What follows belongs to an exercise in optimizing a design on an open flow for small area, a short achievable clock period and few clock cycles; a production flow would make more cautious choices. The RTL was checked by simulation tests, not by an equivalence proof against the original design. Power and IR drop assume default switching activity.

### design/flow/config.mk
export PLATFORM = sky130hd
export DESIGN_NAME = b64core
export DESIGN_NICKNAME = b64core
export VERILOG_FILES = /design/flow/design.v
export SDC_FILE = /design/flow/constraint.sdc
export NUM_CORES = 4
export LEC_CHECK = 0
export CAP_MARGIN = 20
export CORE_MARGIN = 2
export CORE_UTILIZATION = 40
export SLEW_MARGIN = 20
### design/flow/constraint.sdc
create_clock -name core_clock -period 5.0 [get_ports {clk}]
set_input_delay 1.0000 -clock core_clock [delete_from_list [all_inputs] [get_ports {clk}]]
set_output_delay 1.0000 -clock core_clock [all_outputs]
set_load 0.01 [all_outputs]
### design/flow/design.v
module b64_alpha (
    input  wire [5:0] idx,
    output reg  [7:0] code
);
    always @(*) begin
        if (idx < 6'd26)
            code = 8'h41 + {2'b00, idx};
        else if (idx < 6'd52)
            code = 8'h61 + {2'b00, idx} - 8'd26;
        else if (idx < 6'd62)
            code = 8'h30 + {2'b00, idx} - 8'd52;
        else if (idx == 6'd62)
            code = 8'h2B;
        else
            code = 8'h2F;
    end
endmodule
module b64_rev (
    input  wire [20:0] c,
    output reg         is_val,
    output reg         is_pad,
    output reg  [5:0]  val
);
    always @(*) begin
        is_val = 1'b0;
        is_pad = 1'b0;
        val    = 6'd0;
        if (c >= 21'h41 && c <= 21'h5A) begin
            is_val = 1'b1;
            val    = c[5:0] - 6'h01;           
        end else if (c >= 21'h61 && c <= 21'h7A) begin
            is_val = 1'b1;
            val    = c[5:0] - 6'h21 + 6'd26;   
        end else if (c >= 21'h30 && c <= 21'h39) begin
            is_val = 1'b1;
            val    = c[5:0] - 6'h30 + 6'd52;   
        end else if (c == 21'h2B) begin
            is_val = 1'b1;
            val    = 6'd62;
        end else if (c == 21'h2F) begin
            is_val = 1'b1;
            val    = 6'd63;
        end else if (c == 21'h3D) begin
            is_pad = 1'b1;
        end
    end
endmodule
module b64_outq #(
    parameter W = 33
) (
    input  wire         clk,
    input  wire         rst,
    input  wire [1:0]   push_n,    
    input  wire [W-1:0] push_d0,   
    input  wire [W-1:0] push_d1,   
    input  wire         pop,
    output wire         out_valid,
    output wire [W-1:0] out_data,
    output wire         room2      
);
    reg [W-1:0] ent0, ent1;
    reg [1:0]   count;
    assign out_valid = (count != 2'd0);
    assign out_data  = out_valid ? ent0 : {W{1'b0}};
    assign room2     = (count == 2'd0);
    wire [1:0]   cnt_p  = count - {1'b0, pop && out_valid};
    wire [W-1:0] e0_p   = (pop && out_valid) ? ent1 : ent0;
    always @(posedge clk) begin
        if (rst) begin
            ent0  <= {W{1'b0}};
            ent1  <= {W{1'b0}};
            count <= 2'd0;
        end else begin
            count <= cnt_p + push_n;
            case (cnt_p)
                2'd0: begin
                    ent0 <= push_d0;
                    ent1 <= push_d1;
                end
                2'd1: begin
                    ent0 <= e0_p;
                    ent1 <= push_d0;
                end
                default: begin
                    ent0 <= e0_p;
                    ent1 <= ent1;
                end
            endcase
        end
    end
endmodule
module b64_enc (
    input  wire        clk,
    input  wire        rst,
    input  wire        in_valid,
    input  wire [9:0]  in_data,
    output wire        in_ready,
    output wire        out_valid,
    output wire [32:0] out_data,
    input  wire        out_ready,
    output wire        busy
);
    localparam [7:0]  PAD_CODE = 8'h3D;
    localparam [32:0] END_BEAT = {1'b1, 32'h0};
    reg [1:0] e_cnt;
    reg [7:0] e_b0, e_b1;
    reg       e_active;
    wire       q_room2;
    wire       accept  = in_valid && in_ready;
    wire       is_last = in_data[9];
    wire       is_byte = !in_data[8];
    wire [7:0] byte_in = in_data[7:0];
    assign in_ready = q_room2;
    assign busy     = e_active;
    reg  [1:0] cnt_b;
    reg  [7:0] b0_b, b1_b;
    reg        full_grp;      
    always @(*) begin
        cnt_b    = e_cnt;
        b0_b     = e_b0;
        b1_b     = e_b1;
        full_grp = 1'b0;
        if (is_byte) begin
            case (e_cnt)
                2'd0: begin b0_b = byte_in; cnt_b = 2'd1; end
                2'd1: begin b1_b = byte_in; cnt_b = 2'd2; end
                default: begin
                    full_grp = 1'b1;
                    b0_b     = 8'h00;
                    b1_b     = 8'h00;
                    cnt_b    = 2'd0;
                end
            endcase
        end
    end
    reg  [23:0] pk_w;
    reg  [1:0]  pk_npad;
    always @(*) begin
        if (full_grp) begin
            pk_w    = {e_b0, e_b1, byte_in};
            pk_npad = 2'd0;
        end else if (cnt_b == 2'd2) begin
            pk_w    = {b0_b, b1_b, 8'h00};
            pk_npad = 2'd1;
        end else begin
            pk_w    = {b0_b, 16'h0000};
            pk_npad = 2'd2;
        end
    end
    wire [7:0] a0, a1, a2, a3;
    b64_alpha u_a0 (.idx(pk_w[23:18]), .code(a0));
    b64_alpha u_a1 (.idx(pk_w[17:12]), .code(a1));
    b64_alpha u_a2 (.idx(pk_w[11:6]),  .code(a2));
    b64_alpha u_a3 (.idx(pk_w[5:0]),   .code(a3));
    wire [7:0]  c2 = (pk_npad == 2'd2) ? PAD_CODE : a2;
    wire [7:0]  c3 = (pk_npad != 2'd0) ? PAD_CODE : a3;
    wire [32:0] data_beat = {1'b0, a0, a1, c2, c3};
    wire pad_grp = is_last && !full_grp && (cnt_b != 2'd0);
    reg  [1:0]  push_n;
    reg  [32:0] push_d0, push_d1;
    always @(*) begin
        push_n  = 2'd0;
        push_d0 = END_BEAT;
        push_d1 = END_BEAT;
        if (accept) begin
            if (full_grp || pad_grp) begin
                push_d0 = data_beat;
                push_n  = is_last ? 2'd2 : 2'd1;
            end else if (is_last) begin
                push_n  = 2'd1;
            end
        end
    end
    always @(posedge clk) begin
        if (rst) begin
            e_cnt    <= 2'd0;
            e_b0     <= 8'h00;
            e_b1     <= 8'h00;
            e_active <= 1'b0;
        end else if (accept) begin
            if (is_last) begin
                e_cnt    <= 2'd0;
                e_b0     <= 8'h00;
                e_b1     <= 8'h00;
                e_active <= 1'b0;
            end else begin
                e_cnt    <= cnt_b;
                e_b0     <= b0_b;
                e_b1     <= b1_b;
                if (is_byte)
                    e_active <= 1'b1;
            end
        end
    end
    b64_outq #(.W(33)) u_q (
        .clk(clk), .rst(rst),
        .push_n(push_n), .push_d0(push_d0), .push_d1(push_d1),
        .pop(out_ready), .out_valid(out_valid), .out_data(out_data),
        .room2(q_room2)
    );
endmodule
module b64_dec (
    input  wire        clk,
    input  wire        rst,
    input  wire        in_valid,
    input  wire [22:0] in_data,
    output wire        in_ready,
    output wire        out_valid,
    output wire [27:0] out_data,
    input  wire        out_ready,
    output wire        busy
);
    localparam [1:0] ST_OK       = 2'b01;
    localparam [1:0] ST_LEN_ERR  = 2'b10;
    localparam [1:0] ST_CHAR_ERR = 2'b11;
    reg  [1:0]  d_pos;
    reg  [5:0]  d_v0, d_v1, d_v2;
    reg         d_pad2;
    reg         d_err;
    reg         d_hold_valid;
    reg  [1:0]  d_hold_n;
    reg  [15:0] d_hold_bytes;
    reg         d_active;
    wire        q_room2;
    wire        accept  = in_valid && in_ready;
    wire        is_last = in_data[22];
    wire        is_char = !in_data[21];
    wire [20:0] char_in = in_data[20:0];
    assign in_ready = q_room2;
    assign busy     = d_active;
    wire       k_val, k_pad;
    wire [5:0] k_v;
    b64_rev u_rev (.c(char_in), .is_val(k_val), .is_pad(k_pad), .val(k_v));
    wire [23:0] w_full = {d_v0, d_v1, d_v2, k_v};
    wire [23:0] w_pad  = {d_v0, d_v1, d_v2, 6'd0};
    reg  [1:0]  pos_c;
    reg  [5:0]  v0_c, v1_c, v2_c;
    reg         pad2_c, err_c, hv_c;
    reg  [1:0]  hn_c;
    reg  [15:0] hb_c;
    reg         push_full;
    always @(*) begin
        pos_c     = d_pos;
        v0_c      = d_v0;
        v1_c      = d_v1;
        v2_c      = d_v2;
        pad2_c    = d_pad2;
        err_c     = d_err;
        hv_c      = d_hold_valid;
        hn_c      = d_hold_n;
        hb_c      = d_hold_bytes;
        push_full = 1'b0;
        if (is_char) begin
            if (!d_err) begin
                if (d_hold_valid) begin
                    err_c = 1'b1;
                    hv_c  = 1'b0;
                    hn_c  = 2'd0;
                    hb_c  = 16'h0000;
                end else begin
                    case (d_pos)
                        2'd0: if (k_val) v0_c = k_v; else err_c = 1'b1;
                        2'd1: if (k_val) v1_c = k_v; else err_c = 1'b1;
                        2'd2: if (k_val) v2_c = k_v;
                              else if (k_pad) pad2_c = 1'b1;
                              else err_c = 1'b1;
                        default: begin
                            if (k_val && !d_pad2) begin
                                push_full = 1'b1;
                            end else if (k_pad) begin
                                hv_c = 1'b1;
                                if (d_pad2) begin
                                    hn_c = 2'd1;
                                    hb_c = {w_pad[23:16], 8'h00};
                                end else begin
                                    hn_c = 2'd2;
                                    hb_c = w_pad[23:8];
                                end
                            end else begin
                                err_c = 1'b1;
                            end
                        end
                    endcase
                end
            end
            if (d_pos == 2'd3) begin
                v0_c   = 6'd0;
                v1_c   = 6'd0;
                v2_c   = 6'd0;
                pad2_c = 1'b0;
            end
            pos_c = d_pos + 2'd1;
        end
    end
    wire [1:0]  status = (pos_c != 2'd0) ? ST_LEN_ERR :
                         err_c           ? ST_CHAR_ERR : ST_OK;
    wire        push_hold = (status == ST_OK) && hv_c;
    wire [27:0] full_beat = {2'b00, 2'd3, w_full};
    wire [27:0] hold_beat = {2'b00, hn_c, hb_c, 8'h00};
    wire [27:0] end_beat  = {status, 2'b00, 24'h000000};
    reg  [1:0]  push_n;
    reg  [27:0] push_d0, push_d1;
    always @(*) begin
        push_n  = 2'd0;
        push_d0 = end_beat;
        push_d1 = end_beat;
        if (accept) begin
            if (is_last) begin
                if (push_full) begin
                    push_d0 = full_beat;
                    push_n  = 2'd2;
                end else if (push_hold) begin
                    push_d0 = hold_beat;
                    push_n  = 2'd2;
                end else begin
                    push_n  = 2'd1;
                end
            end else if (push_full) begin
                push_d0 = full_beat;
                push_n  = 2'd1;
            end
        end
    end
    always @(posedge clk) begin
        if (rst || (accept && is_last)) begin
            d_pos        <= 2'd0;
            d_v0         <= 6'd0;
            d_v1         <= 6'd0;
            d_v2         <= 6'd0;
            d_pad2       <= 1'b0;
            d_err        <= 1'b0;
            d_hold_valid <= 1'b0;
            d_hold_n     <= 2'd0;
            d_hold_bytes <= 16'h0000;
            d_active     <= 1'b0;
        end else if (accept) begin
            d_pos        <= pos_c;
            d_v0         <= v0_c;
            d_v1         <= v1_c;
            d_v2         <= v2_c;
            d_pad2       <= pad2_c;
            d_err        <= err_c;
            d_hold_valid <= hv_c;
            d_hold_n     <= hn_c;
            d_hold_bytes <= hb_c;
            if (is_char)
                d_active <= 1'b1;
        end
    end
    b64_outq #(.W(28)) u_q (
        .clk(clk), .rst(rst),
        .push_n(push_n), .push_d0(push_d0), .push_d1(push_d1),
        .pop(out_ready), .out_valid(out_valid), .out_data(out_data),
        .room2(q_room2)
    );
endmodule
module b64core (
    input  wire        clk,
    input  wire        rst,
    input  wire        enc_in_valid,
    input  wire [9:0]  enc_in_data,
    output wire        enc_in_ready,
    output wire        enc_out_valid,
    output wire [32:0] enc_out_data,
    input  wire        enc_out_ready,
    output wire        enc_busy,
    input  wire        dec_in_valid,
    input  wire [22:0] dec_in_data,
    output wire        dec_in_ready,
    output wire        dec_out_valid,
    output wire [27:0] dec_out_data,
    input  wire        dec_out_ready,
    output wire        dec_busy
);
    b64_enc u_enc (
        .clk(clk), .rst(rst),
        .in_valid(enc_in_valid), .in_data(enc_in_data), .in_ready(enc_in_ready),
        .out_valid(enc_out_valid), .out_data(enc_out_data), .out_ready(enc_out_ready),
        .busy(enc_busy)
    );
    b64_dec u_dec (
        .clk(clk), .rst(rst),
        .in_valid(dec_in_valid), .in_data(dec_in_data), .in_ready(dec_in_ready),
        .out_valid(dec_out_valid), .out_data(dec_out_data), .out_ready(dec_out_ready),
        .busy(dec_busy)
    );
endmodule
### design/flow/run.sh
#!/bin/bash
# synth_recipe.tcl (not shown) runs the flow's synth.tcl, then flattens the netlist and writes it again
# the make line also repeats each setting of config.mk as NAME=value (left out here)
make -C /OpenROAD-flow-scripts/flow DESIGN_CONFIG=/design/flow/config.mk WORK_HOME=/design/flow/orfs CLKGATE_MAP_FILE= SYNTH_SCRIPT=/design/flow/synth_recipe.tcl finish
==> summary.txt <==
Cells on Worst Hold Path=2; maximum vdd drop=0.236 mV; synth warn=6; io pins=106; initial antenna violation count=0; sequential share of the synthesized area=32.9%; Crit path arrival time=4.55 ns; Initial Util=40.8%; Die X=173 um; average cell area after synthesis=7.74 um2; Worst-path clk slew=0.08 ns; TritonCTS clock tree=built; ys flop type=dfxtp_1; MaxCap Viol Count=0; GRT Overall Usage=23.5%; cell mode on critical path=ha_1; share of layout cells above drive strength 1=7.79%; DRT iter0 DRCs=1,192; Routed WL=35.8 mm; Sum Neg Setup Slack=0 ns; non-filler cells in the finished layout=1,932; fin crit period=4.18 ns; largest net degree at the start of global routing=82; clk sink count=187; Cell variety after synth=95; Synth area leaders=dfxtp_1 33%, nand2_1 7.0%, nor2_1 5.0%; post-CTS sizing=0; dpl ws=0.428 ns; Post-DP HPWL=25.5 mm; leading area contributor after synthesis=dfxtp_1; routability cong.=0.958; critical path class=in2reg; Worst Path Buf+Inv=2; global-route wire length before repair=57.3 mm; max incr delay on CP=0.63 ns; die span in y=173 um; Port Buffer Count=105; routed vias=11,200; final hold vios=0; Hold/Removal Path Class=reg2reg; hold_buf cts=0; Syn Nets=1,547; final worst setup slack=0.822 ns; H-tree depth=4; fmax=0.239 GHz; core area=27,900 um2; Setup Fix Bufs, Post-CTS=0; number of synthesized register bits=187; post-route clock period utilization=83.6%; Lkg Pwr=0.00484 uW; Final setup viols=0; Cell Pwr Density=347 nW/um2; Critical Path Sink=u_dec.u_q.count[1]; reg-to-reg slack, setup=1.49 ns; critical path endpoint category=flip-flop; worst reg2reg path endpoint=u_dec.u_q.count[1]; cell area after synthesis=11,400 um2; Crit Path Max Fanout=9; via density per instance=5.81; final-stage net count=1,619; DRT Pass-1 Iters=5; TritonCTS buffer count=17; RSZ-0062 raised after global routing=false; Least-Margin Pin Slew=0.974 ns; die area=29,800 um2; asr flop ratio synth=0%; number of synthesized flops with an enable pin=0; CP Launch Point=dec_in_data[1]; Mapped Cells=1,469; Rows=61; total power=4660 uW; Clock Tree Buf Depth=2; Max-slew headroom=33.2%; antenna fix cells=0; DRT antenna net count=0; CP Cell Sequence=clkdlybuf4s50_1, inv_1, ha_1, a2111o_1, and3_1, o31ai_2, o21ai_0, mux2_2, nor2_1, ha_1, xnor2_1, nand3_1, a21oi_1; Avg WL per Cell=18.5 um; number of cells on the critical path=13; vias in the first global route=10,300; top cell family by delay on the critical path=compound AO/OA/AOI/OAI gates; FF-to-FF Start=u_dec.d_pos[0]; Critical Path Source Type=input port; outcome=finished clean; Reg2Reg Depth=12; Crit-path slowest cell=clkdlybuf4s50_1; Slew Limit Fails=0; Setup Skew=0.0122 ns; Area Overhead vs Synth=18.3%; top-area cell type share of the netlist area=32.9%; root buf cell=clkbuf_16; GRT overflow=0; Clock Latency Late Sink=0.45 ns; DRC violations left=0; required time worst endpoint=5.38 ns; Placed Cells=1,900
[area by class of cell]
| type | count | area [um2] |
|---|---|---|
| multi-input cells | 1151 | 7120 |
| inverters | 40 | 150 |
| fillers | 2775 | 14400 |
| clock buffers | 17 | 425 |
| clock inverters | 15 | 193 |
| well taps | 378 | 473 |
| repair buffers | 144 | 1350 |
| flip-flops and latches | 187 | 3740 |
[Yosys cell counts, drive strengths merged, types with 18 or more instances]
master / instances
a21oi: 111
nor2b: 48
mux2i: 40
o21ai: 81
buf: 19
dfxtp: 187
nand3: 61
nand2: 211
a31oi: 29
nor2: 150
o22ai: 18
inv: 40
ha: 39
a22oi: 67
clkbuf: 72
and2: 38
[worst min-delay path, cell delays in order (launching register included)]
cell     delay, ns
dfxtp_1       0.31
nand2_1       0.05
a21oi_1       0.05
[stage by stage]
stage                     utilization, %  area, um2  hold slack (ns)
after floorplan                        -      11400            0.425
after global placement              46.1      12800            0.438
after detailed placement            46.1      12800            0.445
after CTS                           48.3      13500            0.455
after global routing                48.3      13500            0.462
final                               48.3      13500            0.456
[report_power, final]
group / switching (uW) / total, uW / internal [uW]
logic: 1060 / 1570 / 512
registers: 69.9 / 1670 / 1600
clock network: 731 / 1420 / 690
[logic make-up after synthesis]
group                    share of synthesized area [%]
AND/OR/NAND/NOR                                   27.5
AO/OA/AOI/OAI                                     25.6
flip-flops                                        32.9
buffers and inverters                             4.58
multiplexers                                      3.72
adder cells (fa/ha/maj)                           4.29
XOR/XNOR                                          1.39
[cells in the final DEF (no fill, tap or decap), types with 38 or more instances in the layout]
cell type / count
a21oi_1: 110
a22oi_1: 67
and2_1: 38
buf_4: 38
clkdlybuf4s50_1: 104
dfxtp_1: 187
ha_1: 39
inv_1: 40
mux2i_1: 40
nand2_1: 211
nand3_1: 59
nor2_1: 148
nor2b_1: 48
o21ai_0: 70
[worst min path at each step]
stage                        from            endpoint
3_3_place_gp   u_dec.u_q.ent1[24]  u_dec.u_q.ent1[24]
4_1_cts         u_dec.u_q.ent1[2]   u_dec.u_q.ent1[2]
3_5_place_dp    u_dec.u_q.ent1[2]   u_dec.u_q.ent1[2]
5_1_grt         u_dec.u_q.ent1[2]   u_dec.u_q.ent1[2]
6_report        u_dec.u_q.ent1[2]   u_dec.u_q.ent1[2]
2_1_floorplan  u_dec.u_q.ent1[24]  u_dec.u_q.ent1[24]
[state kept, by name (all words and copies together) (netlist names), 8 cells and up]
signal / cells
u_dec.u_q.ent0: 28
u_enc.u_q.ent1: 33
u_dec.u_q.ent1: 28
u_enc.e_b1: 8
u_enc.u_q.ent0: 33
u_dec.d_hold_bytes: 16
u_enc.e_b0: 8
[metal layers]
layer	vias to the layer above	part of all wire [%]	global-route usage, %
li1	5438	-	-
met1	5415	50	35.5
met2	345	43	35.1
met3	35	5.8	3.67
met4	0	1.1	4.95
met5	-	0	0
Testbench counts, summed over its fixed seeds: cycles 26,807.

==> separate check: timing with driven ports <==
In the flow no input, the clock included, has a driving cell. The finished layout below was timed again as built, in two steps.
Step 1 (the two cells are an assumption about what drives the block):
set clk [get_ports {clk}]
set_driving_cell -lib_cell sky130_fd_sc_hd__clkbuf_16 $clk
set_driving_cell -lib_cell sky130_fd_sc_hd__buf_2 [delete_from_list [all_inputs] $clk]
Step 2 times the ports against the registers' clock, not the clock port: input delays grow and output delays shrink by t, the midpoint of the rising clock arrivals with the driver on.
Slacks: ideal ports / drivers / drivers and shift; pairs: ideal ports / drivers.
shift t [ns]: 0.492
slack for setup (ns): 0.822 / 0.852 / 0.360
clock arrival spread, ns: 0.015 / 0.015
After both steps this run still meets setup and hold. For this run, drivers alone change the setup slack by +0.030 ns; drivers and shift together by -0.462 ns.
